Context: an optimization exercise on an open-source flow, tuned for small area. The choices shown serve that exercise and are no tape-out recipe.
In this exercise RTL edits were held to simulation tests only and were not proved equivalent to the original.

$ cat design.v
module angers_rx (
    input  wire       clk,
    input  wire       rst,
    input  wire       ser_rx,
    input  wire       rd_clear,    
    output reg  [7:0] rx_data,
    output reg        rx_avail
);
    reg [3:0] phase;
    reg [4:0] timer;
    reg [7:0] shift;
    wire sample = (timer == 5'd26);
    always @(posedge clk) begin
        if (rst) begin
            phase    <= 4'd0;
            rx_avail <= 1'b0;
        end else begin
            if (rd_clear)
                rx_avail <= 1'b0;
            if (phase == 4'd0) begin
                if (!ser_rx)
                    phase <= 4'd1;
            end else if (sample) begin
                if (phase == 4'd1 && ser_rx)
                    phase <= 4'd0;
                else if (phase == 4'd10) begin
                    phase <= 4'd0;
                    if (ser_rx && !rx_avail)
                        rx_avail <= 1'b1;
                end else
                    phase <= phase + 4'd1;
            end
        end
    end
    always @(posedge clk) begin
        if (phase == 4'd0)
            timer <= 5'd14;
        else if (sample)
            timer <= 5'd1;
        else
            timer <= timer + 5'd1;
        if (sample && phase != 4'd1 && phase != 4'd10)
            shift <= {ser_rx, shift[7:1]};
        if (sample && phase == 4'd10 && ser_rx && !rx_avail)
            rx_data <= shift;
    end
endmodule
module angers_fan (
    input  wire        clk,
    input  wire        rst,
    input  wire        tach,
    input  wire        step,         
    input  wire [7:0]  temp,
    input  wire [7:0]  pwm_cnt,      
    output reg  [12:0] fan_ticks,
    output reg         fan_valid,
    output wire [1:0]  duty_lo,      
    output wire        fan_pwm
);
    reg  [4:0]  pre;
    reg  [12:0] cnt;
    reg         ovf;
    reg         tach_last;
    wire        edge_cap = step & tach & ~tach_last;
    wire        pre_end  = (pre == 5'd31);
    wire [12:0] cnt_inc  = cnt + 13'd1;
    reg  [11:0] rem;
    reg  [4:0]  r24;
    reg  [7:0]  aq;
    reg  [8:0]  live_t1, cap_t1;
    reg         live_f,  cap_f;
    localparam [15:0] N_LO = 16'h1C37;    
    wire [3:0]  it    = pre[3:0] - 4'd3;           
    wire [3:0]  nidx  = 4'd12 - it;
    wire        nbit  = N_LO[nidx];
    wire [12:0] rsh   = {rem, nbit};
    wire [13:0] rsub  = {1'b0, rsh} - {2'b0, cnt_inc[11:0]};
    wire        qbit  = ~rsub[13];
    wire [11:0] rnext = qbit ? rsub[11:0] : rsh[11:0];
    wire [5:0]  rsh24 = {r24, qbit};
    wire        abit  = (rsh24 >= 6'd24);
    wire [4:0]  r24n  = abit ? (rsh24[4:0] - 5'd24) : rsh24[4:0];
    wire [8:0]  a_fin  = {aq, abit};
    wire [9:0]  t1x    = {1'b0, a_fin} + {9'd0, (r24n >= 5'd18)} - 10'd19;
    wire        short_t  = (cnt_inc[12:8] == 5'd0);       
    wire        long_t    = cnt_inc[12];                   
    wire [8:0]  new_t1 = short_t ? 9'h1FF : (long_t | t1x[9]) ? 9'd0 : t1x[8:0];
    wire        new_f  = ~short_t & ~long_t & ~t1x[9] & (r24n == 5'd17);
    always @(posedge clk) begin
        if (pre == 5'd18) begin
            rem <= 12'd228;
            r24 <= 5'd0;
        end else begin
            rem <= rnext;
            r24 <= r24n;
        end
        aq <= {aq[6:0], abit};
    end
    always @(posedge clk) begin
        if (rst) begin
            pre     <= 5'd0;
            cnt     <= 13'd0;
            ovf     <= 1'b0;
            live_t1 <= 9'h1FF;
            live_f  <= 1'b0;
        end else if (edge_cap) begin
            pre     <= 5'd0;
            cnt     <= 13'd0;
            ovf     <= 1'b0;
            live_t1 <= 9'h1FF;
            live_f  <= 1'b0;
        end else begin
            pre <= pre + 5'd1;
            if (pre_end) begin
                cnt     <= cnt_inc;
                live_t1 <= new_t1;
                live_f  <= new_f;
                if (cnt == 13'h1FFF)
                    ovf <= 1'b1;
            end
        end
    end
    wire       cap_valid = ~ovf & (edge_cap | fan_valid);
    wire [8:0] t1 = edge_cap ? live_t1 : cap_t1;
    wire       f  = edge_cap ? live_f  : cap_f;
    wire       gt = ({1'b0, temp} > t1);
    wire       eq = ({1'b0, temp} == t1);
    assign duty_lo = {~cap_valid | gt | (eq & ~f), cap_valid & eq & f};
    reg [1:0] duty;      
    always @(posedge clk) begin
        if (rst) begin
            tach_last <= 1'b0;
            fan_valid <= 1'b0;
            fan_ticks <= 13'd0;
            duty      <= 2'b11;
        end else if (step) begin
            tach_last <= tach;
            fan_valid <= cap_valid;
            if (edge_cap & ~ovf)
                fan_ticks <= cnt;
            duty      <= duty_lo;
        end
    end
    always @(posedge clk) begin
        if (step & edge_cap) begin
            cap_t1 <= live_t1;
            cap_f  <= live_f;
        end
    end
    assign fan_pwm = ~(duty[1] & duty[0]) &
                     (~(&pwm_cnt[7:2]) | (pwm_cnt[1:0] < duty));
endmodule
module angers_ctrl (
    input  wire        clk,
    input  wire        rst,
    input  wire        cmd_valid,
    input  wire [31:0] cmd,
    output wire        cmd_ready,
    output wire        busy,
    output wire [31:0] result,
    output wire        ser_tx,
    input  wire        ser_rx,
    output wire        pot_dq,
    output wire [1:0]  pot_clk,
    output wire [1:0]  pot_rst,
    output wire        adc_en_o,
    output wire [3:0]  adc_mux,
    output wire        adc_start,
    input  wire        adc_done,
    input  wire [9:0]  adc_value,
    input  wire [3:0]  btn,
    input  wire        tach,
    output wire        fan_pwm
);
    localparam [3:0] O_NOP   = 4'd0,  O_TX    = 4'd1,  O_RXAV  = 4'd2,  O_RXRD  = 4'd3,
                     O_INIT  = 4'd4,  O_CLEAR = 4'd5,  O_GOTO  = 4'd6,  O_PRINT = 4'd7,
                     O_CUR   = 4'd8,  O_POT   = 4'd9,  O_ADC   = 4'd10, O_ADCEN = 4'd11,
                     O_EDGE  = 4'd12, O_FSTEP = 4'd13, O_FPER  = 4'd14, O_TXT   = 4'd15;
    localparam [2:0] S_IDLE = 3'd0, S_EXEC = 3'd1, S_SEQ = 3'd2, S_POT = 3'd3,
                     S_ADC1 = 3'd4, S_ADC2 = 3'd5, S_ADC3 = 3'd6, S_RXW = 3'd7;
    reg  [2:0] st;
    reg  [3:0] op;
    reg  [7:0] cmd_a, cmd_b;
    reg        cmd_c0;
    assign busy      = (st != S_IDLE);
    assign cmd_ready = ~busy;
    reg  [3:0] op_dec;
    always @(*) begin
        case (cmd[31:24])
            8'h01: op_dec = O_TX;
            8'h02: op_dec = O_RXAV;
            8'h03: op_dec = O_RXRD;
            8'h10: op_dec = O_INIT;
            8'h11: op_dec = O_CLEAR;
            8'h12: op_dec = O_GOTO;
            8'h13: op_dec = O_PRINT;
            8'h14: op_dec = O_CUR;
            8'h20: op_dec = O_POT;
            8'h30: op_dec = O_ADC;
            8'h31: op_dec = O_ADCEN;
            8'h40: op_dec = O_EDGE;
            8'h50: op_dec = O_FSTEP;
            8'h51: op_dec = O_FPER;
            8'h60: op_dec = O_TXT;
            default: op_dec = O_NOP;
        endcase
    end
    reg [7:0] pwm_cnt;
    always @(posedge clk) begin
        if (rst) pwm_cnt <= 8'd0;
        else     pwm_cnt <= pwm_cnt + 8'd1;
    end
    reg  [7:0] ring [0:31];
    reg        clr_r;
    wire       clr    = rst | clr_r;
    wire [3:0] wport  = cmd_a[4:1] + pwm_cnt[4:1] + {3'd0, cmd_a[0]};
    wire       wr_txt = (op == O_TXT) && (cmd_a[7:5] == 3'd0) && (cmd_a[0] == pwm_cnt[0]);
    wire [7:0] wdata  = clr ? 8'd0 : cmd_b;
    integer s;
    always @(posedge clk) begin
        clr_r <= rst;
        for (s = 0; s < 32; s = s + 1) begin
            if ((s % 2 == 1) && (clr || (wr_txt && wport == s / 2)))
                ring[s] <= wdata;
            else
                ring[s] <= ring[(s + 31) % 32];
        end
    end
    wire [7:0] rx_data;
    wire       rx_avail;
    wire       rx_clear = ((st == S_EXEC && op == O_RXRD) || st == S_RXW) && rx_avail;
    angers_rx u_rx (
        .clk     (clk),
        .rst     (rst),
        .ser_rx  (ser_rx),
        .rd_clear(rx_clear),
        .rx_data (rx_data),
        .rx_avail(rx_avail)
    );
    wire        fan_step = (st == S_EXEC) && (op == O_FSTEP);
    wire [12:0] fan_ticks;
    wire        fan_valid;
    wire [1:0]  duty_lo;
    angers_fan u_fan (
        .clk      (clk),
        .rst      (rst),
        .tach     (tach),
        .step     (fan_step),
        .temp     (cmd_a),
        .pwm_cnt  (pwm_cnt),
        .fan_ticks(fan_ticks),
        .fan_valid(fan_valid),
        .duty_lo  (duty_lo),
        .fan_pwm  (fan_pwm)
    );
    reg  [7:0] byte_r;
    reg  [4:0] tick;
    reg  [6:0] cel;
    reg  [5:0] pc;
    reg        in_wait;
    reg        last;
    reg        ser_tx_r;
    assign ser_tx = ser_tx_r;
    localparam [1:0] IT_END = 2'd0, IT_BYTE = 2'd1, IT_WAIT = 2'd2;
    reg [1:0] it_kind;
    reg [7:0] it_byte;
    reg [4:0] it_tick;
    reg [6:0] it_cell;
    always @(*) begin
        it_kind = IT_END;
        it_byte = 8'hxx;
        it_tick = 5'bxxxxx;
        it_cell = 7'bxxxxxxx;
        case (pc[3:0])
            4'd1:  begin it_kind = IT_WAIT; it_tick = 5'd2;  it_cell = 7'd51;  end  
            4'd2:  begin it_kind = IT_BYTE; it_byte = 8'hF1; end
            4'd3:  begin it_kind = IT_BYTE; it_byte = 8'h01; end
            4'd4:  begin it_kind = IT_WAIT; it_tick = 5'd16; it_cell = 7'd112; end  
            4'd7:  begin it_kind = IT_BYTE; it_byte = cmd_a[0] ? 8'h02 : 8'h03; end
            4'd10: begin it_kind = IT_BYTE; it_byte = cmd_a; end
            4'd11: begin it_kind = IT_BYTE; it_byte = cmd_b; end
            4'd12: begin it_kind = IT_WAIT; it_tick = 5'd4;  it_cell = 7'd124; end  
            default: ;
        endcase
    end
    reg [7:0] first_byte;
    reg [5:0] first_pc;
    always @(*) begin
        first_byte = 8'hxx;
        first_pc   = 6'bxxxxxx;
        case (op)
            O_TX:    begin first_byte = cmd_a; first_pc = 6'd15; end
            O_INIT:  begin first_byte = 8'hF0; first_pc = 6'd1;  end
            O_CLEAR: begin first_byte = 8'hF1; first_pc = 6'd3;  end
            O_GOTO:  begin first_byte = 8'hF3; first_pc = 6'd10; end
            O_PRINT: begin first_byte = 8'hF2; first_pc = 6'd32; end
            O_CUR:   begin first_byte = 8'hF1; first_pc = 6'd7;  end
            default: ;
        endcase
    end
    wire print    = (op == O_PRINT);
    wire cell_end = (tick == 5'd25);
    wire pot_ph2  = (tick == 5'd2);
    wire [6:0]  pot_vol  = (cmd_b[6:0] > 7'd100) ? 7'd100 : cmd_b[6:0];
    wire [12:0] pot_prod = (13'd100 - {6'd0, pot_vol}) * 13'd63;
    wire [12:0] pot_q    = pot_prod / 13'd100;
    reg        adc_en;
    reg  [3:0] adc_mux_r;
    reg        adc_flag;
    reg  [9:0] adc_data;
    reg  [3:0] btn_prev;
    reg  [12:0] res_lo;
    reg        res16;
    assign adc_en_o  = adc_en;
    assign adc_mux   = adc_mux_r;
    assign adc_start = (st == S_ADC2);
    assign result    = {15'd0, res16, 3'd0, res_lo};
    assign pot_dq  = (st == S_POT) & byte_r[0];
    assign pot_rst = (st == S_POT) ? (cmd_a[0] ? 2'b10 : 2'b01) : 2'b00;
    assign pot_clk = (tick == 5'd1) ? pot_rst : 2'b00;
    always @(posedge clk) begin
        if (adc_done)
            adc_data <= adc_value;
    end
    reg        res_we;
    reg [13:0] res_d;     
    always @(*) begin
        res_we = 1'b1;
        res_d  = 14'd0;
        case (st)
            S_EXEC: begin
                case (op)
                    O_RXAV:  res_d = {13'd0, rx_avail};
                    O_RXRD:  begin res_d = {6'd0, rx_data}; res_we = rx_avail; end
                    O_ADC:   res_we = ~adc_en;
                    O_EDGE:  res_d = {10'd0, btn & ~btn_prev};
                    O_FSTEP: res_d = {6'd0, 6'b111111, duty_lo};
                    O_FPER:  res_d = {fan_valid, fan_ticks};
                    default: res_we = 1'b0;
                endcase
            end
            S_ADC2, S_ADC3: begin res_d = {4'd0, adc_data}; res_we = adc_flag; end
            S_RXW:          begin res_d = {6'd0, rx_data};  res_we = rx_avail; end
            default: res_we = 1'b0;
        endcase
    end
    always @(posedge clk) begin
        if (rst) begin
            res_lo <= 13'd0;
            res16  <= 1'b0;
        end else if (res_we) begin
            res_lo <= res_d[12:0];
            res16  <= res_d[13];
        end
    end
    always @(posedge clk) begin
        if (rst) begin
            st       <= S_IDLE;
            op       <= O_NOP;
            ser_tx_r <= 1'b1;
            adc_en   <= 1'b0;
            adc_mux_r <= 4'd0;
            adc_flag <= 1'b0;
            btn_prev <= 4'd0;
        end else begin
            if (st == S_EXEC)
                adc_flag <= 1'b0;           
            else if (adc_done)
                adc_flag <= 1'b1;
            case (st)
                S_IDLE: begin
                    if (cmd_valid) begin
                        op     <= op_dec;
                        cmd_a  <= cmd[23:16];
                        cmd_b  <= cmd[15:8];
                        cmd_c0 <= cmd[0];
                        st     <= S_EXEC;
                    end
                end
                S_EXEC: begin
                    st <= S_IDLE;
                    case (op)
                        O_TX, O_INIT, O_CLEAR, O_GOTO, O_PRINT, O_CUR: begin
                            byte_r   <= first_byte;
                            pc       <= first_pc;
                            tick     <= 5'd0;
                            cel     <= 7'd0;
                            in_wait  <= 1'b0;
                            last     <= 1'b0;
                            ser_tx_r <= 1'b0;
                            st       <= S_SEQ;
                        end
                        O_RXRD: if (!rx_avail) st <= S_RXW;
                        O_POT: begin
                            byte_r <= {1'b0, cmd_c0, pot_q[5:0]};
                            tick   <= 5'd0;
                            cel   <= 7'd0;
                            st     <= S_POT;
                        end
                        O_ADC: begin
                            if (adc_en) begin
                                adc_mux_r <= cmd_a[3:0];
                                st        <= S_ADC1;
                            end
                        end
                        O_ADCEN: adc_en <= cmd_a[0];
                        O_EDGE:  btn_prev <= btn;
                        default: ;
                    endcase
                end
                S_SEQ: begin
                    if (!cell_end) begin
                        tick <= tick + 5'd1;
                    end else begin
                        tick <= 5'd0;
                        cel <= cel + 7'd1;
                        if (!in_wait && cel != 7'd9) begin
                            ser_tx_r <= (cel == 7'd8) ? 1'b1 : byte_r[cel[2:0]];
                        end else if (in_wait ? (cel == 7'd127) : 1'b1) begin
                            if (print) begin
                                if (last)
                                    st <= S_IDLE;
                                else begin
                                    cel     <= 7'd0;
                                    ser_tx_r <= 1'b0;
                                    last     <= (byte_r == 8'd0);
                                    pc       <= pc - 6'd1;
                                end
                            end else begin
                                pc <= pc + 6'd1;
                                case (it_kind)
                                    IT_BYTE: begin
                                        byte_r   <= it_byte;
                                        cel     <= 7'd0;
                                        in_wait  <= 1'b0;
                                        ser_tx_r <= 1'b0;
                                    end
                                    IT_WAIT: begin
                                        tick    <= it_tick;
                                        cel    <= it_cell;
                                        in_wait <= 1'b1;
                                    end
                                    default: st <= S_IDLE;
                                endcase
                            end
                        end
                    end
                    if (print && cel[3] && pwm_cnt[4:0] == pc[4:0])
                        byte_r <= (pc == 6'd0) ? 8'd0 : ring[0];
                end
                S_POT: begin
                    if (pot_ph2) begin
                        tick   <= 5'd0;
                        byte_r <= {byte_r[0], byte_r[7:1]};
                        cel   <= cel + 7'd1;
                        if (cel[3:0] == 4'd15)
                            st <= S_IDLE;
                    end else
                        tick <= tick + 5'd1;
                end
                S_ADC1: st <= S_ADC2;
                S_ADC2, S_ADC3: st <= adc_flag ? S_IDLE : S_ADC3;
                S_RXW: if (rx_avail) st <= S_IDLE;
                default: st <= S_IDLE;
            endcase
        end
    end
endmodule
$ cat run.sh
#!/bin/bash
# synth_recipe.tcl (not shown) runs the flow's synth.tcl, then flattens the netlist and writes it again
# the make line also repeats each setting of config.mk as NAME=value (left out here)
make -C /OpenROAD-flow-scripts/flow DESIGN_CONFIG=/design/flow/config.mk WORK_HOME=/design/flow/orfs CLKGATE_MAP_FILE= SYNTH_SCRIPT=/design/flow/synth_recipe.tcl finish
$ cat config.mk
export PLATFORM = sky130hd
export DESIGN_NAME = angers_ctrl
export DESIGN_NICKNAME = angers_ctrl
export VERILOG_FILES = /design/flow/design.v
export SDC_FILE = /design/flow/constraint.sdc
export NUM_CORES = 4
export LEC_CHECK = 0
export ABC_AREA = 1
export CAP_MARGIN = 20
export CORE_MARGIN = 2
export CORE_UTILIZATION = 40
export SLEW_MARGIN = 20
$ cat constraint.sdc
create_clock -name core_clock -period 1000.0 [get_ports {clk}]
set_input_delay 200.0000 -clock core_clock [delete_from_list [all_inputs] [get_ports {clk}]]
set_output_delay 200.0000 -clock core_clock [all_outputs]
set_load 0.01 [all_outputs]
==> results_dict.tcl, run 1 <==
set metrics [dict create \
    status "timing/DRC/antenna clean" \
    setup_tns_ns 0 \
    layout_worst_path_cycle_share_pct 20.3 \
    dr_total_vias 15000 \
    detail_route.vias_per_cell 5.00 \
    clock-root-buffer "clkbuf_16" \
    largest_net_degree_at_the_start_of_global_routing 41 \
    drt_iter0_drc 881 \
    async_reset_ff_share_pct 0 \
    cts-hold-fix-buffers 0 \
    hold_viol 0 \
    synth.cell_area_sq_um 19500 \
    post-cts-setup-buffers 0 \
    timing.hold.worst_path_depth 0 \
    die_area_sq_um 50400 \
    worst_margin_slew_ns 1.02 \
    floorplan.die.height_um 225 \
    reg_to_reg_setup_timing_slack_ns 990.68 \
    yosys_register_bits 459 \
    synthesis.instances 2274 \
    placeableCoreArea_sq_um 47800 \
    worst_setup_hold_path_clk_slew_ns 0.06 \
    min-delay-start "ring[1][3]$_DFF_P_" \
    cts_resized 0 \
    final_nets 2509 \
    whs_endpoint "ring[2][3]$_DFF_P_" \
    chipWidth_um 225 \
    postSynthAreaPerCell_sq_um 8.56 \
    drc 0 \
    rsz0062_at_grt "no" \
    grt_first_pass_wirelength_um 71500 \
    h-tree-depth 2 \
    fp-row-count 80 \
    startpoint_type "flop" \
    grt_util_all_layers_pct 17.3 \
    drt_wl_total_um 43700 \
    antenna_cells_inserted 0 \
    finalSetupViolCount 0 \
    worst-path-max-fanout 12 \
    clock_sinks 459 \
    register_area_share_after_synthesis_pct 51.4 \
    final.setup_skew_ns 0.0228 \
    layout.filler_cells 4602 \
    timing.critical_path.to_type "primary output" \
    worst-endpoint-arrival_ns 2.97 \
    timing_max_transition_violations_final 0 \
    fmax_mhz 4.93 \
    routed_wire_length_per_instance_um 14.5 \
    cp_data_required_time_ns 800.00 \
    tritoncts "done" \
    max_cap_violations 0 \
    synth-edff-count 81 \
    min_period_ns 202.97 \
    dpl_ws_ns 797.06 \
    floorplan.initialDensity_pct 40.7 \
    worstHoldPathType "flop to flop" \
    first_global_vias 14500 \
    first_pass_iteration_count_of_the_detailed_router 7 \
    yosysWarningCount 4 \
    r2r-start "cmd_b[0]$_DFFE_PP_" \
    timing.max_slew.rel_slack_pct 32.2 \
    cts-root-to-sink-buffers 3 \
    insertion_delay_ns 0.57 \
    cts_buffers 47 \
    place.detailed.hpwl_um 31500 \
    post_route_cells_drive_above_1_share_pct 5.72 \
    buffer_ports.inserted 73 \
    place_congestion 0.863 \
    worstReg2RegEnd "byte_r[0]$_DFFE_PP_" \
    worstSetupPathType "flop to primary output" \
    postSynth.topFlopCell "dfxtp_1" \
    num_io_pins 99 \
    globalRoute.totalOverflow 0 \
    grt_antenna_before_repair 0 \
    area_growth_pct 15.1 \
    post_route_ant_nets 0 \
    worst_r2r_path_depth 52 \
    synth_cell_types 52 \
    layout_setup_ws_ns 797.03 \
]
==> routing by layer <==
metal  vias up  routed length [um]  global-route usage, %
li1       7635                   -                      -
met1      7082               21000                   23.8
met2       259               19800                   28.2
met3        72                1910                   2.59
met4         0                 958                   5.26
met5         -                   0                      0
==> Yosys cell counts (19+ instances only) <==
cell type,n,area share [%]
nor3_1,36,0.93
xor2_1,29,1.3
nand3_1,98,2.5
ha_1,70,4.5
buf_4,19,0.73
nand2_1,434,8.4
o21ai_0,236,6.1
edfxtp_1,81,13
nand4_1,22,0.71
fa_1,27,2.8
dfxtp_1,378,39
nor2_1,161,3.1
clkbuf_1,52,1.0
inv_1,298,5.7
a21oi_1,144,3.7
==> placed cells by master (no fill, tap or decap), types with 7 or more instances in the layout <==
| cell type | synthesis | final |
|---|---|---|
| nand2_2 | 17 | 17 |
| nor2_1 | 161 | 159 |
| nor3_1 | 36 | 36 |
| dfxtp_1 | 378 | 378 |
| xor2_1 | 29 | 29 |
| o221ai_1 | 7 | 7 |
| a31oi_1 | 8 | 8 |
| edfxtp_1 | 81 | 81 |
| conb_1 | 2 | 26 |
| o211ai_1 | 15 | 15 |
| clkbuf_1 | 52 | 7 |
| nand4_1 | 22 | 22 |
| o21ai_1 | 7 | 7 |
| or2_2 | 8 | 8 |
| a211oi_1 | 7 | 7 |
| clkbuf_16 | 0 | 50 |
| inv_1 | 298 | 298 |
| clkinv_1 | 6 | 7 |
| o2111ai_1 | 8 | 8 |
| nor4_1 | 12 | 12 |
| ha_1 | 70 | 70 |
| xnor2_1 | 17 | 17 |
| a21oi_1 | 144 | 141 |
| nand3_1 | 98 | 98 |
| o22ai_1 | 10 | 10 |
| nand2_1 | 434 | 434 |
| mux2i_1 | 9 | 9 |
| fa_1 | 27 | 27 |
| clkdlybuf4s50_1 | 0 | 72 |
| buf_4 | 19 | 11 |
| clkinv_2 | 0 | 12 |
| o21ai_0 | 236 | 236 |
==> cell families (layout without fill, tap and decap cells) <==
kind of cell,count (synthesis),count (layout),synth area share [%]
xor gates and xnor gates,46,46,2.07
and+or+nand+nor,806,806,17.6
muxes,9,9,0.463
other,2,26,0.0386
DFF,459,459,51.4
buffers and inverters,382,480,7.74
AOI/OAI and AO/OA,473,473,13.4
adders and majority gates,97,97,7.28
==> layout make-up <==
class	count	area [sq um]	share of cell area, %
clock inverters	22	235	1.05
repair buffers	85	816	3.64
clock buffers	63	1360	6.07
flip-flops and latches	459	10000	44.6
inverters	310	1160	5.19
well taps	615	769	3.43
multi-input cells	1457	8060	36.0
==> critical path: stages, from the launching register on <==
cell             delay (ns)
dfxtp_1                0.41
nand2_1                0.12
nor2_1                 0.61
inv_1                  0.43
nor3_1                 0.27
clkdlybuf4s50_1        0.56
==> registers in the layout, summed over array words and instances, names as in the netlist, 6 cells and up <==
| signal | count |
|---|---|
| u_fan.fan_ticks | 13 |
| res_lo | 13 |
| u_fan.rem | 12 |
| cmd_a | 8 |
| cmd_b | 8 |
| pc | 6 |
| pwm_cnt | 8 |
| ring | 256 |
| u_fan.aq | 8 |
| u_fan.cap_t1 | 9 |
| u_fan.live_t1 | 9 |
| u_rx.rx_data | 8 |
| u_rx.shift | 8 |
| u_fan.cnt | 13 |
| adc_data | 10 |
| byte_r | 8 |
| cel | 7 |
==> worst max-delay path by stage <==
stage	endpoint	slack [ns]	startpoint	cells past startpoint
2_1_floorplan	res_lo[1]$_SDFFE_PP0P_	797.16	tach	17
3_3_place_gp	res_lo[1]$_SDFFE_PP0P_	797.13	tach	17
3_5_place_dp	res_lo[1]$_SDFFE_PP0P_	797.06	tach	17
4_1_cts	pot_clk[1]	797.03	st[1]$_SDFFE_PP0P_	5
5_1_grt	pot_clk[0]	796.73	st[1]$_SDFFE_PP0P_	5
6_report	pot_clk[1]	797.03	st[1]$_SDFFE_PP0P_	5
==> metrics by stage <==
stage | area, sq um | std cells | hold slack (ns) | util, %
after global placement | 20800 | 2925 | 0.310 | 43.4
after CTS | 22400 | 3010 | 0.308 | 46.8
after global routing | 22400 | 3011 | 0.315 | 46.8
after detailed placement | 20800 | 2925 | 0.312 | 43.4
final | 22400 | 3011 | 0.310 | 46.8
after floorplan | 19500 | 2298 | 0.310 | -
==> run 2, diff against run 1 <==
--- a/design.v
+++ b/design.v
@@ -301,9 +301,140 @@
     wire print    = (op == O_PRINT);
     wire cell_end = (tick == 5'd25);
     wire pot_ph2  = (tick == 5'd2);
-    wire [6:0]  pot_vol  = (cmd_b[6:0] > 7'd100) ? 7'd100 : cmd_b[6:0];
-    wire [12:0] pot_prod = (13'd100 - {6'd0, pot_vol}) * 13'd63;
-    wire [12:0] pot_q    = pot_prod / 13'd100;
+    reg [5:0] pot_step;
+    always @(*) begin
+        case (cmd_b[6:0])
+            7'd0: pot_step = 6'd63;
+            7'd1: pot_step = 6'd62;
+            7'd2: pot_step = 6'd61;
+            7'd3: pot_step = 6'd61;
+            7'd4: pot_step = 6'd60;
+            7'd5: pot_step = 6'd59;
+            7'd6: pot_step = 6'd59;
+            7'd7: pot_step = 6'd58;
+            7'd8: pot_step = 6'd57;
+            7'd9: pot_step = 6'd57;
+            7'd10: pot_step = 6'd56;
+            7'd11: pot_step = 6'd56;
+            7'd12: pot_step = 6'd55;
+            7'd13: pot_step = 6'd54;
+            7'd14: pot_step = 6'd54;
+            7'd15: pot_step = 6'd53;
+            7'd16: pot_step = 6'd52;
+            7'd17: pot_step = 6'd52;
+            7'd18: pot_step = 6'd51;
+            7'd19: pot_step = 6'd51;
+            7'd20: pot_step = 6'd50;
+            7'd21: pot_step = 6'd49;
+            7'd22: pot_step = 6'd49;
+            7'd23: pot_step = 6'd48;
+            7'd24: pot_step = 6'd47;
+            7'd25: pot_step = 6'd47;
+            7'd26: pot_step = 6'd46;
+            7'd27: pot_step = 6'd45;
+            7'd28: pot_step = 6'd45;
+            7'd29: pot_step = 6'd44;
+            7'd30: pot_step = 6'd44;
+            7'd31: pot_step = 6'd43;
+            7'd32: pot_step = 6'd42;
+            7'd33: pot_step = 6'd42;
+            7'd34: pot_step = 6'd41;
+            7'd35: pot_step = 6'd40;
+            7'd36: pot_step = 6'd40;
+            7'd37: pot_step = 6'd39;
+            7'd38: pot_step = 6'd39;
+            7'd39: pot_step = 6'd38;
+            7'd40: pot_step = 6'd37;
+            7'd41: pot_step = 6'd37;
+            7'd42: pot_step = 6'd36;
+            7'd43: pot_step = 6'd35;
+            7'd44: pot_step = 6'd35;
+            7'd45: pot_step = 6'd34;
+            7'd46: pot_step = 6'd34;
+            7'd47: pot_step = 6'd33;
+            7'd48: pot_step = 6'd32;
+            7'd49: pot_step = 6'd32;
+            7'd50: pot_step = 6'd31;
+            7'd51: pot_step = 6'd30;
+            7'd52: pot_step = 6'd30;
+            7'd53: pot_step = 6'd29;
+            7'd54: pot_step = 6'd28;
+            7'd55: pot_step = 6'd28;
+            7'd56: pot_step = 6'd27;
+            7'd57: pot_step = 6'd27;
+            7'd58: pot_step = 6'd26;
+            7'd59: pot_step = 6'd25;
+            7'd60: pot_step = 6'd25;
+            7'd61: pot_step = 6'd24;
+            7'd62: pot_step = 6'd23;
+            7'd63: pot_step = 6'd23;
+            7'd64: pot_step = 6'd22;
+            7'd65: pot_step = 6'd22;
+            7'd66: pot_step = 6'd21;
+            7'd67: pot_step = 6'd20;
+            7'd68: pot_step = 6'd20;
+            7'd69: pot_step = 6'd19;
+            7'd70: pot_step = 6'd18;
+            7'd71: pot_step = 6'd18;
+            7'd72: pot_step = 6'd17;
+            7'd73: pot_step = 6'd17;
+            7'd74: pot_step = 6'd16;
+            7'd75: pot_step = 6'd15;
+            7'd76: pot_step = 6'd15;
+            7'd77: pot_step = 6'd14;
+            7'd78: pot_step = 6'd13;
+            7'd79: pot_step = 6'd13;
+            7'd80: pot_step = 6'd12;
+            7'd81: pot_step = 6'd11;
+            7'd82: pot_step = 6'd11;
+            7'd83: pot_step = 6'd10;
+            7'd84: pot_step = 6'd10;
+            7'd85: pot_step = 6'd9;
+            7'd86: pot_step = 6'd8;
+            7'd87: pot_step = 6'd8;
+            7'd88: pot_step = 6'd7;
+            7'd89: pot_step = 6'd6;
+            7'd90: pot_step = 6'd6;
+            7'd91: pot_step = 6'd5;
+            7'd92: pot_step = 6'd5;
+            7'd93: pot_step = 6'd4;
+            7'd94: pot_step = 6'd3;
+            7'd95: pot_step = 6'd3;
+            7'd96: pot_step = 6'd2;
+            7'd97: pot_step = 6'd1;
+            7'd98: pot_step = 6'd1;
+            7'd99: pot_step = 6'd0;
+            7'd100: pot_step = 6'd0;
+            7'd101: pot_step = 6'd0;
+            7'd102: pot_step = 6'd0;
+            7'd103: pot_step = 6'd0;
+            7'd104: pot_step = 6'd0;
+            7'd105: pot_step = 6'd0;
+            7'd106: pot_step = 6'd0;
+            7'd107: pot_step = 6'd0;
+            7'd108: pot_step = 6'd0;
+            7'd109: pot_step = 6'd0;
+            7'd110: pot_step = 6'd0;
+            7'd111: pot_step = 6'd0;
+            7'd112: pot_step = 6'd0;
+            7'd113: pot_step = 6'd0;
+            7'd114: pot_step = 6'd0;
+            7'd115: pot_step = 6'd0;
+            7'd116: pot_step = 6'd0;
+            7'd117: pot_step = 6'd0;
+            7'd118: pot_step = 6'd0;
+            7'd119: pot_step = 6'd0;
+            7'd120: pot_step = 6'd0;
+            7'd121: pot_step = 6'd0;
+            7'd122: pot_step = 6'd0;
+            7'd123: pot_step = 6'd0;
+            7'd124: pot_step = 6'd0;
+            7'd125: pot_step = 6'd0;
+            7'd126: pot_step = 6'd0;
+            7'd127: pot_step = 6'd0;
+            default: pot_step = 6'd0;
+        endcase
+    end
     reg        adc_en;
     reg  [3:0] adc_mux_r;
     reg        adc_flag;
@@ -318,10 +449,7 @@
     assign pot_dq  = (st == S_POT) & byte_r[0];
     assign pot_rst = (st == S_POT) ? (cmd_a[0] ? 2'b10 : 2'b01) : 2'b00;
     assign pot_clk = (tick == 5'd1) ? pot_rst : 2'b00;
-    always @(posedge clk) begin
-        if (adc_done)
-            adc_data <= adc_value;
-    end
+    always @(*) adc_data = {cmd_c0, last, byte_r};
     reg        res_we;
     reg [13:0] res_d;     
     always @(*) begin
@@ -392,7 +520,7 @@
                         end
                         O_RXRD: if (!rx_avail) st <= S_RXW;
                         O_POT: begin
-                            byte_r <= {1'b0, cmd_c0, pot_q[5:0]};
+                            byte_r <= {1'b0, cmd_c0, pot_step};
                             tick   <= 5'd0;
                             cel   <= 7'd0;
                             st     <= S_POT;
@@ -415,7 +543,9 @@
                         tick <= 5'd0;
                         cel <= cel + 7'd1;
                         if (!in_wait && cel != 7'd9) begin
-                            ser_tx_r <= (cel == 7'd8) ? 1'b1 : byte_r[cel[2:0]];
+                            ser_tx_r <= cel[3] | byte_r[0];
+                            if (!cel[3])
+                                byte_r <= {byte_r[0], byte_r[7:1]};
                         end else if (in_wait ? (cel == 7'd127) : 1'b1) begin
                             if (print) begin
                                 if (last)
@@ -458,8 +588,11 @@
                     end else
                         tick <= tick + 5'd1;
                 end
-                S_ADC1: st <= S_ADC2;
-                S_ADC2, S_ADC3: st <= adc_flag ? S_IDLE : S_ADC3;
+                S_ADC1, S_ADC2, S_ADC3: begin
+                    st <= (st == S_ADC1) ? S_ADC2 : adc_flag ? S_IDLE : S_ADC3;
+                    if (adc_done)
+                        {cmd_c0, last, byte_r} <= adc_value;
+                end
                 S_RXW: if (rx_avail) st <= S_IDLE;
                 default: st <= S_IDLE;
             endcase
--- a/config.mk
+++ b/config.mk
@@ -9,4 +9,7 @@
 export CAP_MARGIN = 20
 export CORE_MARGIN = 2
 export CORE_UTILIZATION = 40
+export CTS_BUF_LIST = sky130_fd_sc_hd__clkbuf_8
+export CTS_CLUSTER_DIAMETER = 80
+export CTS_CLUSTER_SIZE = 18
 export SLEW_MARGIN = 20
==> run 2 against run 1 <==
- hold slack improved by 0.015 ns
- critical endpoint is now pot_dq
- register-to-register slack better by 5.1 ns
- clock skew down 0.0042 ns
- synthesized area decreased by 7.0%
- highest routed layer unchanged
- design area down 11%
==> results_dict.tcl, run 2 <==
set metrics [dict create \
    status "timing/DRC/antenna clean" \
    layout_worst_path_cycle_share_pct 20.3 \
    path_common_cell "nor2_1" \
    critical_path.cell_chain "nand2_1 > nor2_1 > clkinv_1 > nor2_1 > clkdlybuf4s50_1" \
    ys_top_cells_by_area "dfxtp_1 42%, edfxtp_1 12%, nand2_1 7.9%, o21ai_0 6.6%, inv_1 4.3%" \
    worstSetupPathType "flop to primary output" \
    post_route_cells_drive_above_1_share_pct 5.76 \
    grt_antenna_before_repair 0 \
    worst_margin_slew_ns 0.960 \
    register_area_share_after_synthesis_pct 54.3 \
    layoutNonFillerInstCount 2727 \
    fmax_mhz 4.93 \
    synth_compound_area_share_pct 15.2 \
    worstHoldPathType "flop to flop" \
    registers.top_by_ff_count "ring" \
    cts-hold-fix-buffers 0 \
    layout.cells.most_common "dfxtp_1" \
    detail_route.vias_per_cell 5.09 \
    hold_viol 0 \
    synth_simple_gate_area_share_pct 17.5 \
    drt_wl_total_um 43000 \
    first_global_vias 13000 \
    synth_xor_area_share_pct 1.79 \
    timing.hold.worst_path_depth 0 \
    post_synth_fa_ha_maj_area_fraction_pct 3.90 \
    r2r-start "u_fan.cnt[0]$_SDFFE_PP0P_" \
    globalRoute.totalOverflow 0 \
    clock-root-buffer "clkbuf_8" \
    min-delay-start "ring[29][5]$_DFF_P_" \
    first_pass_iteration_count_of_the_detailed_router 6 \
    grt_first_pass_wirelength_um 68700 \
    clock_sinks 455 \
    floorplan.die.height_um 217 \
    insertion_delay_ns 0.65 \
    cts-root-to-sink-buffers 3 \
    leading_cell_types_in_the_layout_fill_and_taps_excluded "384 x dfxtp_1, 382 x nand2_1, 237 x o21ai_0" \
    layout_setup_ws_ns 797.00 \
    main_combinational_cell_family_by_area_after_synthesis "simple AND/OR/NAND/NOR gates" \
    timing.critical_path.to_type "primary output" \
    setup_tns_ns 0 \
    synth-edff-count 71 \
    final.setup_skew_ns 0.0186 \
    placeableCoreArea_sq_um 44400 \
    timing.max_slew.rel_slack_pct 36.0 \
    worstReg2RegEnd "u_fan.live_f$_SDFFE_PP0P_" \
    most_area_hungry_cell_type_in_the_yosys_netlist "dfxtp_1" \
    post_route_ant_nets 0 \
    fp-row-count 77 \
    layout.filler_cells 4330 \
    routed_wire_length_per_instance_um 15.8 \
    drt_iter0_drc 1039 \
    worst_setup_hold_path_clk_slew_ns 0.11 \
    cp_data_required_time_ns 800.00 \
    post_synth_mux_area_share_pct 0.387 \
    worst_path_top_cell_family_by_delay "buffers and inverters" \
    min_period_ns 203.00 \
    worst_r2r_path_depth 27 \
    dr_total_vias 13900 \
    grt_util_all_layers_pct 18.1 \
    synth_cell_types 58 \
    place.detailed.hpwl_um 31000 \
    synthesis.instances 2070 \
    placedCellCount 2681 \
    chipWidth_um 217 \
    rsz0062_at_grt "no" \
    buffer_ports.inserted 73 \
    place_congestion 0.924 \
    yosys_register_bits 455 \
    drc 0 \
    yosys.cell_count.top_type "dfxtp_1" \
    post-cts-setup-buffers 0 \
    largest_net_degree_at_the_start_of_global_routing 39 \
    max_cap_violations 0 \
    crit_path_max_incr_delay_ns 0.61 \
    postSynthAreaPerCell_sq_um 8.74 \
    leading_post_synthesis_cells_by_instance_count "384 x dfxtp_1, 382 x nand2_1, 237 x o21ai_0" \
    finalSetupViolCount 0 \
    postSynth.topFlopCell "dfxtp_1" \
    crit_slowest_cell "clkdlybuf4s50_1" \
    tritoncts "done" \
    synth_largest_type_area_fraction_pct 42.5 \
    cts_resized 0 \
    cts_buffers 30 \
    synth.cell_area_sq_um 18100 \
    async_reset_ff_share_pct 0 \
    startpoint_type "flop" \
    number_of_flip_flops_under_the_largest_register_name 256 \
    dpl_ws_ns 796.43 \
    die_area_sq_um 47000 \
    worst-endpoint-arrival_ns 3.00 \
    whs_endpoint "ring[30][5]$_DFF_P_" \
    worst-path-max-fanout 17 \
    h-tree-depth 1 \
    critical_path.n_buffers_inverters 2 \
    num_io_pins 99 \
    floorplan.initialDensity_pct 40.7 \
    timing_max_transition_violations_final 0 \
    antenna_cells_inserted 0 \
    area_growth_pct 9.73 \
    final_nets 2228 \
    reg_to_reg_setup_timing_slack_ns 995.74 \
    yosysWarningCount 4 \
]
run 2: cell types whose count changed after synthesis, moves of 10 or more:
cell | before | now
nand2_1 | 434 | 382
inv_1 | 298 | 205
edfxtp_1 | 81 | 71
fa_1 | 27 | 4
nor2_1 | 161 | 147
ha_1 | 70 | 50
clkbuf_1 | 52 | 37
nand3_1 | 98 | 80
buf_2 | 0 | 17
a21oi_1 | 144 | 128
run 2: stage by stage:
stage	hold WS [ns]	utilization (%)	instance area, sq um
after floorplan	0.310	-	18200
after global placement	0.310	43.4	19300
after detailed placement	0.312	43.4	19300
after CTS	0.329	44.6	19800
after global routing	0.335	44.7	19900
final	0.325	44.7	19900
run 2: metal layers:
metal / routed length, um / track usage [%] / up-vias
li1: - / - / 6993
met1: 20400 / 25.3 / 6499
met2: 19600 / 29.6 / 358
met3: 2370 / 2.55 / 40
met4: 596 / 4.04 / 0
met5: 0 / 0 / -
run 2: kinds of logic after synthesis:
| family | after synthesis |
|---|---|
| simple gates | 730 |
| compound gates | 486 |
| flops | 455 |
| buf+inv | 300 |
| fa+ha+maj | 54 |
| xor+xnor | 37 |
| mux | 7 |
| other cells | 1 |
run 2: worst max path at each step:
stage / from / to / slack [ns] / depth (start not counted)
finish: st[0]$_SDFFE_PP0P_ / pot_dq / 797.00 / 5
floorplan: tach / res_lo[1]$_SDFFE_PP0P_ / 797.89 / 20
global placement: rst / pot_step[0]$_DFF_P_ / 796.48 / 15
detailed placement: rst / pot_step[0]$_DFF_P_ / 796.43 / 14
global route: rst / pot_step[0]$_DFF_P_ / 796.76 / 15
CTS: st[0]$_SDFFE_PP0P_ / pot_dq / 796.99 / 5
run 2: final cells by class:
cell class / count / area (sq um) / area share [%]
Clock buffer: 31 / 427 / 2.15
Clock inverter: 14 / 113 / 0.567
Inverter: 223 / 837 / 4.22
Multi-Input combinational cell: 1332 / 7140 / 35.9
Sequential cell: 455 / 9820 / 49.4
Tap cell: 592 / 741 / 3.73
Timing Repair Buffer: 80 / 783 / 3.94
==> run 3, diff against run 2 <==
--- a/config.mk
+++ b/config.mk
@@ -9,7 +9,7 @@
 export CAP_MARGIN = 20
 export CORE_MARGIN = 2
 export CORE_UTILIZATION = 40
-export CTS_BUF_LIST = sky130_fd_sc_hd__clkbuf_8
+export CTS_BUF_LIST = sky130_fd_sc_hd__clkbuf_16
 export CTS_CLUSTER_DIAMETER = 80
-export CTS_CLUSTER_SIZE = 18
+export CTS_CLUSTER_SIZE = 28
 export SLEW_MARGIN = 20
==> run 3 against run 2 <==
- synthesized cell count is the same
- non-clock buffer count is the same
- count of clock-buffer cells in the layout shrank 6
- flip-flop and latch count is the same
- sequential share of layout area shrank 0.75 points
==> results_dict.tcl, run 3 <==
set metrics [dict create \
    worst-endpoint-arrival_ns 203.43 \
    final_nets 2222 \
    postSynth.topFlopCell "dfxtp_1" \
    cts-root-to-sink-buffers 3 \
    tritoncts "done" \
    grt_antenna_before_repair 0 \
    die_area_sq_um 47000 \
    synth-edff-count 71 \
    synth.cell_area_sq_um 18100 \
    gr-usage-met2_pct 29.7 \
    yosys_register_bits 455 \
    finalSetupViolCount 0 \
    placedCellCount 2681 \
    dpl_ws_ns 796.43 \
    largest_net_degree_at_the_start_of_global_routing 39 \
    status "timing/DRC/antenna clean" \
    grt_first_pass_wirelength_um 68800 \
    ys_top_cells_by_area "dfxtp_1 42%, edfxtp_1 12%, nand2_1 7.9%, o21ai_0 6.6%, inv_1 4.3%" \
    clock-root-buffer "clkbuf_16" \
    fp-row-count 77 \
    register_area_share_after_synthesis_pct 54.3 \
    chipWidth_um 217 \
    timing_max_transition_violations_final 0 \
    yosys.cell_count.top_type "dfxtp_1" \
    worst_setup_hold_path_clk_slew_ns 0.10 \
    place.detailed.hpwl_um 31000 \
    synth_largest_type_area_fraction_pct 42.5 \
    layout_worst_path_cycle_share_pct 20.3 \
    grt_util_met1_pct 25.4 \
    setup_tns_ns 0 \
    timing.critical_path.to_type "flop" \
    cp_data_required_time_ns 1000.44 \
    worst_margin_slew_ns 0.969 \
    rsz0062_at_grt "no" \
    antenna_cells_inserted 0 \
    dr_total_vias 13800 \
    cts_buffers 24 \
    leading_post_synthesis_cells_by_instance_count "384 x dfxtp_1, 382 x nand2_1, 237 x o21ai_0" \
    worst-path-max-fanout 38 \
    grt_util_all_layers_pct 18.1 \
    drt_wl_total_um 43000 \
    globalRoute.totalOverflow 0 \
    layoutNonFillerInstCount 2720 \
    registers.top_by_ff_count "ring" \
    layout.cells.most_common "dfxtp_1" \
    clock_sinks 455 \
    place_congestion 0.924 \
    drc 0 \
    floorplan.die.height_um 217 \
    detail_route.vias_per_cell 5.09 \
    drt_iter0_drc 940 \
    max_cap_violations 0 \
    timing.max_slew.rel_slack_pct 35.4 \
    first_pass_iteration_count_of_the_detailed_router 5 \
    number_of_flip_flops_under_the_largest_register_name 256 \
    leading_cell_types_in_the_layout_fill_and_taps_excluded "384 x dfxtp_1, 382 x nand2_1, 237 x o21ai_0" \
    post-cts-setup-buffers 0 \
    synth_cell_types 58 \
    layout_setup_ws_ns 797.02 \
    h-tree-depth 1 \
    post_route_cells_drive_above_1_share_pct 5.78 \
    async_reset_ff_share_pct 0 \
    worstSetupPathType "input pin to flop" \
    final.setup_skew_ns 0.0261 \
    placeableCoreArea_sq_um 44400 \
    cts_resized 0 \
    worstHoldPathType "flop to flop" \
    use_met3_pct 2.23 \
    final_core_util_pct 45.4 \
    buffer_ports.inserted 73 \
    num_io_pins 99 \
    grt_busiest_layer "met2" \
    first_global_vias 13100 \
    cts-hold-fix-buffers 0 \
    hold_viol 0 \
    postSynthAreaPerCell_sq_um 8.74 \
    insertion_delay_ns 0.58 \
    routed_wire_length_per_instance_um 15.8 \
    most_area_hungry_cell_type_in_the_yosys_netlist "dfxtp_1" \
    area_growth_pct 11.4 \
    yosysWarningCount 4 \
    post_route_ant_nets 0 \
    fmax_mhz 4.93 \
    floorplan.initialDensity_pct 40.7 \
    startpoint_type "input pin" \
    min_period_ns 202.98 \
    synthesis.instances 2070 \
]
==> run 3: cell counts after synthesis <==
No cell type changed its count.
==> run 3: worst max-delay path, cell delays in order <==
cell and delay (ns):
clkdlybuf4s50_1 0.40, buf_4 0.25, inv_1 0.10, buf_4 0.38
nand2_4 0.23, inv_2 0.42, nand2_1 0.12, o21ai_2 0.16
inv_1 0.17, ha_1 0.37, o211ai_1 0.26, o21ai_0 0.13
nand2_1 0.07, o21ai_0 0.10, nand2_1 0.09, o2111ai_1 0.11
==> run 3: through the flow <==
stage	hold slack, ns	area, sq um
finish	0.325	20200
detailed placement	0.312	19300
global route	0.333	20200
floorplan	0.310	18200
global placement	0.310	19300
CTS	0.322	20100
==> run 3: area by class of cell <==
class | instances | area [sq um]
sequential | 455 | 9820
inverter | 223 | 837
multi-input combinational | 1332 | 7140
clock inverter | 13 | 220
tap | 592 | 741
fill | 4303 | 24200
timing repair buffer | 80 | 783
clock buffer | 25 | 626
==> run 3: final timing paths <==
check	from	end	slack, ns	cells after the start
setup reg to reg	u_fan.cnt[0]$_SDFFE_PP0P_	u_fan.live_f$_SDFFE_PP0P_	995.71	27
setup / recovery	rst	pot_step[0]$_DFF_P_	797.02	16
hold reg to reg	ring[3][2]$_DFF_P_	ring[4][2]$_DFF_P_	0.32	0
hold / removal	ring[3][2]$_DFF_P_	ring[4][2]$_DFF_P_	0.32	0
==> run 3: metal layers <==
layer,vias to the layer above,routed length [um]
li1,6985,-
met1,6468,20500
met2,334,19300
met3,51,2370
met4,0,775
met5,-,0
==> run 3: logic make-up (layout without fill, tap and decap cells) <==
logic type / Yosys count / after routing / synth area share (%)
AO/OA/AOI/OAI: 486 / 486 / 15.2
multiplexers: 7 / 7 / 0.387
adder cells (fa/ha/maj): 54 / 54 / 3.90
flip-flops: 455 / 455 / 54.3
other: 1 / 18 / 0.0207
buffers and inverters: 300 / 341 / 6.88
XOR/XNOR: 37 / 37 / 1.79
AND/OR/NAND/NOR: 730 / 730 / 17.5
==> run 4, diff against run 3 <==
==> flow/run.sh (new file) <==
#!/bin/bash
# Own layout flow: the standard flow, with two changes.
#  1. Synthesis is the standard synthesis, except that ABC maps the logic
#     with an area script (flow/abc_area.script) that does no buffering or
#     sizing; the registers are untouched.
#  2. Port buffers are the smallest buffer, sky130_fd_sc_hd__buf_1.
# Each tool's output goes to a log file of its own in this folder.
set -euo pipefail
W=$(pwd)
rm -rf "$W/flow_scripts"
cp -r "$FLOW_HOME/scripts" "$W/flow_scripts"
cp "$W/flow/abc_area.script" "$W/flow_scripts/abc_area.script"
SCRIPTS_DIR="$W/flow_scripts" bash "$W/standard.sh" synth > "$W/synth.log" 2>&1
BUFFER_PORTS_ARGS="-buffer_cell sky130_fd_sc_hd__buf_1" bash "$W/standard.sh" > "$W/layout.log" 2>&1
==> flow/abc_area.script (new file) <==
strash
dch
map -a
mfs2
strash
dch
map -a
topo
==> standard.sh (new file) <==
#!/bin/bash
# synth_recipe.tcl (not shown) runs the flow's synth.tcl, then flattens the netlist and writes it again
# the make line also repeats each setting of config.mk as NAME=value (left out here)
make -C /OpenROAD-flow-scripts/flow DESIGN_CONFIG=/design/flow/config.mk WORK_HOME=/design/flow/orfs CLKGATE_MAP_FILE= SYNTH_SCRIPT=/design/flow/synth_recipe.tcl "${@:-finish}"
removed: run.sh
==> run 4 against run 3 <==
- sequential share of layout area is 2.4 points higher
- flip-flop and latch count did not move
- count of clock-buffer cells in the layout did not move
- register-to-register slack lost 2.4 ns
- routed wire length shrank 3.6%
- global-route usage grew 0.54 points
- still clean on timing, DRC and antenna
- highest routed layer unchanged
==> results_dict.tcl, run 4 <==
set metrics [dict create \
    grt_util_all_layers_pct 18.6 \
    final.setup_skew_ns 0.0305 \
    timing.max_slew.rel_slack_pct 28.7 \
    buffer_ports.inserted 73 \
    grt_first_pass_wirelength_um 66900 \
    max_cap_violations 0 \
    placeableCoreArea_sq_um 42900 \
    clock_sinks 455 \
    dr_total_vias 13500 \
    postSynth.topFlopCell "dfxtp_1" \
    min_period_ns 203.62 \
    floorplan.initialDensity_pct 40.3 \
    cts_buffers 24 \
    worst_margin_slew_ns 1.04 \
    setup_tns_ns 0 \
    detail_route.vias_per_cell 5.12 \
    drc 0 \
    timing.hold.worst_path_depth 0 \
    register_area_share_after_synthesis_pct 56.8 \
    placedCellCount 2593 \
    final_nets 2140 \
    h-tree-depth 1 \
    number_of_flip_flops_under_the_largest_register_name 256 \
    status "timing/DRC/antenna clean" \
    startpoint_type "input pin" \
    crit_cells 16 \
    cts-hold-fix-buffers 0 \
    critical_path.n_buffers_inverters 7 \
    cts_resized 0 \
    insertion_delay_ns 0.57 \
    num_io_pins 99 \
    hold_viol 0 \
    layout.cells.most_common "dfxtp_1" \
    rsz0062_at_grt "no" \
    grt_util_met1_pct 24.5 \
    registers.top_by_ff_count "ring" \
    postSynthAreaPerCell_sq_um 9.01 \
    tritoncts "done" \
    dpl_ws_ns 795.87 \
    fp-row-count 76 \
    area_growth_pct 11.2 \
    critical_path.cell_chain "buf_1 > clkinv_1 > nor2_1 > clkinv_1 > nor2_2 > buf_4 > clkinv_1 > o21ai_0 > clkinv_1 > ha_1 > clkinv_1 > nor2_1 > nor2_1 > a21oi_1 > o22ai_1 > a221o_2" \
    place.detailed.hpwl_um 29800 \
    synthesis.instances 1919 \
    cp_data_required_time_ns 1000.46 \
    yosysWarningCount 4 \
    path_common_cell "clkinv_1" \
    floorplan.die.height_um 212 \
    synth_cell_types 45 \
    layoutNonFillerInstCount 2631 \
    leading_cell_types_in_the_layout_fill_and_taps_excluded "384 x dfxtp_1, 287 x nand2_1, 260 x o21ai_0" \
    finalSetupViolCount 0 \
    worst_path_top_cell_family_by_delay "buffers and inverters" \
    use_met3_pct 2.79 \
    main_combinational_cell_family_by_area_after_synthesis "compound AO/OA/AOI/OAI gates" \
    worst_r2r_path_depth 33 \
    drt_iter0_drc 1026 \
    ys_top_cells_by_area "dfxtp_1 44%, edfxtp_1 12%, o21ai_0 7.5%, nand2_1 6.2%, clkinv_1 4.9%" \
    worstHoldPathType "flop to flop" \
    post_route_cells_drive_above_1_share_pct 4.11 \
    grt_antenna_before_repair 0 \
    drt_wl_total_um 41400 \
    largest_net_degree_at_the_start_of_global_routing 44 \
    gr-usage-met2_pct 31.6 \
    post_route_ant_nets 0 \
    layout_worst_path_cycle_share_pct 20.4 \
    routed_wire_length_per_instance_um 15.7 \
    cts-root-to-sink-buffers 3 \
    synth.cell_area_sq_um 17300 \
    synth_xor_area_share_pct 1.62 \
    layout_setup_ws_ns 796.38 \
    post_synth_fa_ha_maj_area_fraction_pct 4.08 \
    most_area_hungry_cell_type_in_the_yosys_netlist "dfxtp_1" \
    clock-root-buffer "clkbuf_16" \
    die_area_sq_um 44900 \
    yosys_register_bits 455 \
    yosys.cell_count.top_type "dfxtp_1" \
    async_reset_ff_share_pct 0 \
    synth_compound_area_share_pct 17.0 \
    place_congestion 0.907 \
    fmax_mhz 4.91 \
    grt_busiest_layer "met2" \
    first_pass_iteration_count_of_the_detailed_router 5 \
    leading_post_synthesis_cells_by_instance_count "384 x dfxtp_1, 287 x nand2_1, 260 x o21ai_0" \
    first_global_vias 12800 \
    post_synth_mux_area_share_pct 0.405 \
    timing_max_transition_violations_final 0 \
    finalHoldWorstSlack_ns 0.319 \
    chipWidth_um 212 \
    crit_slowest_cell "o21ai_0" \
    globalRoute.totalOverflow 0 \
    worst-endpoint-arrival_ns 204.08 \
    worst_setup_hold_path_clk_slew_ns 0.10 \
    worstSetupPathType "input pin to flop" \
    post-cts-setup-buffers 0 \
    timing.critical_path.to_type "flop" \
    synth_simple_gate_area_share_pct 14.4 \
    crit_path_max_incr_delay_ns 0.82 \
    synth-edff-count 71 \
    synth_largest_type_area_fraction_pct 44.5 \
    worst-path-max-fanout 19 \
    antenna_cells_inserted 0 \
]
==> run 4: changes by cell type in the layout (fill, tap and decap cells not counted), sizes merged, moves of 11 or more <==
cell,previous run,this run
a31oi,14,27
nor2,161,208
buf,6,91
nand3,82,39
clkdlybuf4s50,73,0
inv,224,7
nand2,402,287
nand4,24,13
a22oi,4,28
clkinv,10,230
==> run 4: final cells by class <==
type,count,area (sq um)
clock buffer,25,626
sequential,455,9820
inverter,225,845
tap,585,732
multi-input combinational,1237,6610
fill,4116,23700
clock inverter,13,188
timing repair buffer,91,409
==> run 4: worst paths after layout <==
path	startpoint	end	slack, ns
worst max-delay path	cmd_valid	pot_step[0]$_DFF_P_	796.38
worst min-delay path	ring[11][5]$_DFF_P_	ring[12][5]$_DFF_P_	0.32
worst max register to register	u_fan.cnt[0]$_SDFFE_PP0P_	u_fan.live_t1[5]$_SDFFE_PP1P_	993.35
worst min register to register	ring[11][5]$_DFF_P_	ring[12][5]$_DFF_P_	0.32
==> run 4: logic make-up (layout without fill, tap and decap cells) <==
group           Yosys count  after routing
other cells               1             18
compound gates          519            519
simple gates            607            607
fa+ha+maj                54             54
flops                   455            455
xor+xnor                 32             32
buf+inv                 244            354
mux                       7              7
==> run 4: layer usage <==
metal | wire length (um) | vias to the layer above
met5 | 0 | -
met3 | 1930 | 72
met4 | 1230 | 0
met1 | 19000 | 6313
li1 | - | 6751
met2 | 19300 | 330
==> run 4: metrics by stage <==
| stage | utilization (%) | instance area [sq um] |
|---|---|---|
| after floorplan | - | 17400 |
| after global placement | 42.8 | 18400 |
| after detailed placement | 42.8 | 18400 |
| after CTS | 44.7 | 19200 |
| after global routing | 44.8 | 19200 |
| final | 44.8 | 19200 |
==> run 4: worst reg2reg max path, delay by kind of cell (launching register included) <==
family	cells	cell delay [ns]
buffers and inverters	7	1.07
and+or+nand+nor	14	1.99
AOI/OAI and AO/OA	9	2.41
adders and majority gates	3	0.65
DFF	1	0.43
==> run 5, diff against run 4 <==
--- a/design.v
+++ b/design.v
@@ -257,7 +257,7 @@
     reg  [4:0] tick;
     reg  [6:0] cel;
     reg  [5:0] pc;
-    reg        in_wait;
+    wire       in_wait;
     reg        last;
     reg        ser_tx_r;
     assign ser_tx = ser_tx_r;
@@ -272,14 +272,14 @@
         it_tick = 5'bxxxxx;
         it_cell = 7'bxxxxxxx;
         case (pc[3:0])
-            4'd1:  begin it_kind = IT_WAIT; it_tick = 5'd2;  it_cell = 7'd51;  end  
-            4'd2:  begin it_kind = IT_BYTE; it_byte = 8'hF1; end
-            4'd3:  begin it_kind = IT_BYTE; it_byte = 8'h01; end
-            4'd4:  begin it_kind = IT_WAIT; it_tick = 5'd16; it_cell = 7'd112; end  
-            4'd7:  begin it_kind = IT_BYTE; it_byte = cmd_a[0] ? 8'h02 : 8'h03; end
-            4'd10: begin it_kind = IT_BYTE; it_byte = cmd_a; end
-            4'd11: begin it_kind = IT_BYTE; it_byte = cmd_b; end
-            4'd12: begin it_kind = IT_WAIT; it_tick = 5'd4;  it_cell = 7'd124; end  
+            4'd15: begin it_kind = IT_WAIT; it_tick = 5'd2;  it_cell = 7'd51;  end  
+            4'd14: begin it_kind = IT_BYTE; it_byte = 8'hF1; end
+            4'd13: begin it_kind = IT_BYTE; it_byte = 8'h01; end
+            4'd12: begin it_kind = IT_WAIT; it_tick = 5'd16; it_cell = 7'd112; end  
+            4'd10: begin it_kind = IT_BYTE; it_byte = cmd_a[0] ? 8'h02 : 8'h03; end
+            4'd8:  begin it_kind = IT_BYTE; it_byte = cmd_a; end
+            4'd7:  begin it_kind = IT_BYTE; it_byte = cmd_b; end
+            4'd6:  begin it_kind = IT_WAIT; it_tick = 5'd4;  it_cell = 7'd124; end  
             default: ;
         endcase
     end
@@ -289,16 +289,17 @@
         first_byte = 8'hxx;
         first_pc   = 6'bxxxxxx;
         case (op)
-            O_TX:    begin first_byte = cmd_a; first_pc = 6'd15; end
-            O_INIT:  begin first_byte = 8'hF0; first_pc = 6'd1;  end
-            O_CLEAR: begin first_byte = 8'hF1; first_pc = 6'd3;  end
-            O_GOTO:  begin first_byte = 8'hF3; first_pc = 6'd10; end
+            O_TX:    begin first_byte = cmd_a; first_pc = 6'd4;  end
+            O_INIT:  begin first_byte = 8'hF0; first_pc = 6'd15; end
+            O_CLEAR: begin first_byte = 8'hF1; first_pc = 6'd13; end
+            O_GOTO:  begin first_byte = 8'hF3; first_pc = 6'd8;  end
             O_PRINT: begin first_byte = 8'hF2; first_pc = 6'd32; end
-            O_CUR:   begin first_byte = 8'hF1; first_pc = 6'd7;  end
+            O_CUR:   begin first_byte = 8'hF1; first_pc = 6'd10; end
             default: ;
         endcase
     end
     wire print    = (op == O_PRINT);
+    assign in_wait = ~print && (pc[3:0] == 4'd14 || pc[3:0] == 4'd11 || pc[3:0] == 4'd5);
     wire cell_end = (tick == 5'd25);
     wire pot_ph2  = (tick == 5'd2);
     reg [5:0] pot_step;
@@ -513,7 +514,6 @@
                             pc       <= first_pc;
                             tick     <= 5'd0;
                             cel     <= 7'd0;
-                            in_wait  <= 1'b0;
                             last     <= 1'b0;
                             ser_tx_r <= 1'b0;
                             st       <= S_SEQ;
@@ -547,6 +547,7 @@
                             if (!cel[3])
                                 byte_r <= {byte_r[0], byte_r[7:1]};
                         end else if (in_wait ? (cel == 7'd127) : 1'b1) begin
+                            pc <= pc - 6'd1;
                             if (print) begin
                                 if (last)
                                     st <= S_IDLE;
@@ -554,21 +555,17 @@
                                     cel     <= 7'd0;
                                     ser_tx_r <= 1'b0;
                                     last     <= (byte_r == 8'd0);
-                                    pc       <= pc - 6'd1;
                                 end
                             end else begin
-                                pc <= pc + 6'd1;
                                 case (it_kind)
                                     IT_BYTE: begin
                                         byte_r   <= it_byte;
                                         cel     <= 7'd0;
-                                        in_wait  <= 1'b0;
                                         ser_tx_r <= 1'b0;
                                     end
                                     IT_WAIT: begin
                                         tick    <= it_tick;
                                         cel    <= it_cell;
-                                        in_wait <= 1'b1;
                                     end
                                     default: st <= S_IDLE;
                                 endcase
==> flow/abc_area.script (replaced) <==
strash
&get -n
&dch -f
&nf -a -R 1000
&put
mfs2
strash
&get -n
&dch -f
&nf -a -R 1000
&put
topo
--- a/config.mk
+++ b/config.mk
@@ -9,7 +9,7 @@
 export CAP_MARGIN = 20
 export CORE_MARGIN = 2
 export CORE_UTILIZATION = 40
-export CTS_BUF_LIST = sky130_fd_sc_hd__clkbuf_16
-export CTS_CLUSTER_DIAMETER = 80
-export CTS_CLUSTER_SIZE = 28
+export CTS_BUF_LIST = sky130_fd_sc_hd__clkbuf_4
+export CTS_CLUSTER_DIAMETER = 60
+export CTS_CLUSTER_SIZE = 8
 export SLEW_MARGIN = 20
==> run 5 against run 4 <==
- synthesized area is 1.4% lower
- register-to-register slack better by 0.17 ns
- die area fell by 1.4%
- fmax grew 0.41%
- hold slack got worse by 0.015 ns
- final cell count decreased by 6.4%
- global-route usage barely moved
==> results_dict.tcl, run 5 <==
set metrics [dict create \
    clock-root-buffer "clkbuf_4" \
    worst_setup_hold_path_clk_slew_ns 0.10 \
    globalRoute.totalOverflow 0 \
    buffer_ports.inserted 73 \
    synth_largest_type_area_fraction_pct 45.1 \
    final_nets 1999 \
    drt_iter0_drc 1133 \
    detail_route.vias_per_cell 5.35 \
    die_area_sq_um 44300 \
    cts-root-to-sink-buffers 3 \
    worstSetupPathType "input pin to flop" \
    drc 0 \
    startpoint_type "input pin" \
    largest_net_degree_at_the_start_of_global_routing 63 \
    fp-row-count 75 \
    place_congestion 0.908 \
    leading_post_synthesis_cells_by_instance_count "384 x dfxtp_1, 264 x nand2_1, 220 x o21ai_0" \
    clock_sinks 454 \
    finalSetupViolCount 0 \
    yosys.cell_count.top_type "dfxtp_1" \
    grt_first_pass_wirelength_um 65800 \
    synthesis.instances 1739 \
    min_period_ns 202.80 \
    leading_cell_types_in_the_layout_fill_and_taps_excluded "384 x dfxtp_1, 264 x nand2_1, 220 x o21ai_0" \
    grt_antenna_before_repair 2 \
    worst_margin_slew_ns 1.02 \
    yosysWarningCount 4 \
    multi_input_comb_area_sq_um 7070 \
    cp_data_required_time_ns 1000.59 \
    post_route_cells_drive_above_1_share_pct 5.99 \
    cts-hold-fix-buffers 0 \
    reg_to_reg_setup_timing_slack_ns 993.52 \
    register_area_share_after_synthesis_pct 57.4 \
    area_growth_pct 10.1 \
    routed_wire_length_per_instance_um 16.6 \
    regArea_sq_um 9790 \
    grt_util_all_layers_pct 18.6 \
    yosys_register_bits 454 \
    first_pass_iteration_count_of_the_detailed_router 6 \
    synth_cell_types 60 \
    postSynthAreaPerCell_sq_um 9.80 \
    timing.max_slew.rel_slack_pct 31.7 \
    postSynth.topFlopCell "dfxtp_1" \
    num_io_pins 99 \
    h-tree-depth 3 \
    number_of_flip_flops_under_the_largest_register_name 256 \
    worst-path-max-fanout 27 \
    dr_total_vias 13200 \
    min-delay-start "ring[1][7]$_DFF_P_" \
    hold_viol 0 \
    registers.top_by_ff_count "ring" \
    status "timing/DRC/antenna clean" \
    async_reset_ff_share_pct 0 \
    place.detailed.hpwl_um 28900 \
    timing.hold.worst_path_depth 0 \
    rsz0062_at_grt "no" \
    post_route_ant_nets 0 \
    layout_worst_path_cycle_share_pct 20.3 \
    cts_buffers 66 \
    worst_r2r_path_depth 27 \
    max_cap_violations 0 \
    floorplan.initialDensity_pct 40.6 \
    worstHoldPathType "flop to flop" \
    r2r-start "u_fan.cnt[0]$_SDFFE_PP0P_" \
    chipWidth_um 210 \
    cts_resized 0 \
    timing.critical_path.to_type "flop" \
    drt_wl_total_um 41000 \
]
[run 5: cell types whose count changed after synthesis, sizes merged, moves of 15 or more]
cell    previous run  this run
xnor2             12        29
and2               2        17
a21oi            128       109
and3               0        19
a31oi             27        10
o21ai            260       220
nor2             208       167
clkinv           225        33
nand2            287       264
nand2b             0        19
[run 5: worst max-delay path, stage by stage]
cell	delay [ns]
buf_1	0.12
nand2_1	0.24
nor2_2	0.14
buf_4	0.35
mux2i_1	0.74
clkinv_1	0.38
ha_1	0.31
o21ai_0	0.41
a211oi_1	0.09
o32ai_1	0.30
nand3_1	0.12
nor2_1	0.11
nor3_1	0.06
[run 5: final cells by class]
type                       count  share of cell area (%)
inverter                      33                   0.660
clock inverter                 5                   0.200
multi-input combinational   1250                    37.7
clock buffer                  90                    3.60
timing repair buffer          88                    2.07
antenna                        3                  0.0400
sequential                   454                    52.2
tap                          539                    3.59
[run 5: stage by stage]
step                      setup slack [ns]  area [sq um]  util (%)  instances
after floorplan                     796.51         17100         -       1756
after global placement              796.61         18000      42.9       2364
after detailed placement            796.60         18000      42.9       2364
after CTS                           797.34         18700      44.6       2459
after global routing                797.09         18800      44.6       2461
final                               797.20         18800      44.6       2462
[run 5: how the worst max path moves through the flow]
stage	endpoint	startpoint	slack [ns]	cells after the start
CTS	pot_step[1]$_DFF_P_	cmd_valid	797.34	13
global placement	pot_step[1]$_DFF_P_	cmd_valid	796.61	13
finish	pot_step[1]$_DFF_P_	cmd_valid	797.20	13
floorplan	pot_step[1]$_DFF_P_	cmd_valid	796.51	11
detailed placement	pot_step[1]$_DFF_P_	cmd_valid	796.60	13
global route	pot_step[1]$_DFF_P_	cmd_valid	797.09	13
[run 5: per-layer routing]
layer | vias to the layer above | GRT usage, % | part of all wire [%]
met4 | 0 | 8.28 | 4.0
met1 | 6173 | 24.6 | 45
li1 | 6495 | - | -
met3 | 107 | 3.87 | 6.1
met2 | 407 | 29.6 | 45
met5 | - | 0 | 0
[run 5: cells by family (layout without fill, tap and decap cells)]
group                      Yosys count  after routing  share of synthesized area [%]
other                                1             21                         0.0220
buffers and inverters               52            216                           1.56
adders and majority gates           56             56                           4.21
xor gates and xnor gates            55             55                           2.83
and+or+nand+nor                    636            636                           16.6
AOI/OAI and AO/OA                  457            457                           15.7
DFF                                454            454                           57.4
muxes                               28             28                           1.70

==> afterwards: timing with drivers on the ports <==
How much do the figures lean on ideal ports? The routed layouts below were timed once more, with nothing changed but the port constraints. Step 1 sets driving cells, clkbuf_16 on the clock port and buf_2 on the other inputs (assumed; they add their load-dependent delay and slew). Step 2 adds t to the input delays and takes it off the output delays; t is the mean of the earliest and latest rising clock arrival at the registers after step 1. Input paths then give back, and output paths get back, about the clock's delay inside the block. Slacks: ideal / step 1 / step 2; pairs: ideal / step 1.
run | t, ns | setup slack, ns | latest minus earliest clock arrival (ns) | slew at the worst register clock pin (ns) | worst data-port slew with drivers (ns)
run 1 | 0.613 | 797.026 / 796.972 / 797.044 | 0.024 / 0.024 | 0.06 / 0.06 | 0.06
run 2 | 0.693 | 796.996 / 796.948 / 796.423 | 0.018 / 0.018 | 0.12 / 0.12 | 0.05
run 3 | 0.617 | 797.016 / 797.048 / 796.430 | 0.027 / 0.027 | 0.10 / 0.10 | 0.05
run 4 | 0.616 | 796.378 / 796.396 / 795.780 | 0.036 / 0.036 | 0.11 / 0.11 | 0.05
run 5 | 0.762 | 797.204 / 797.229 / 796.467 | 0.070 / 0.070 | 0.12 / 0.12 | 0.09
After both steps every run listed still meets setup and hold. The setup slack of run 5, which loses most, moves by +0.025 ns with the drivers and by -0.737 ns with both steps.
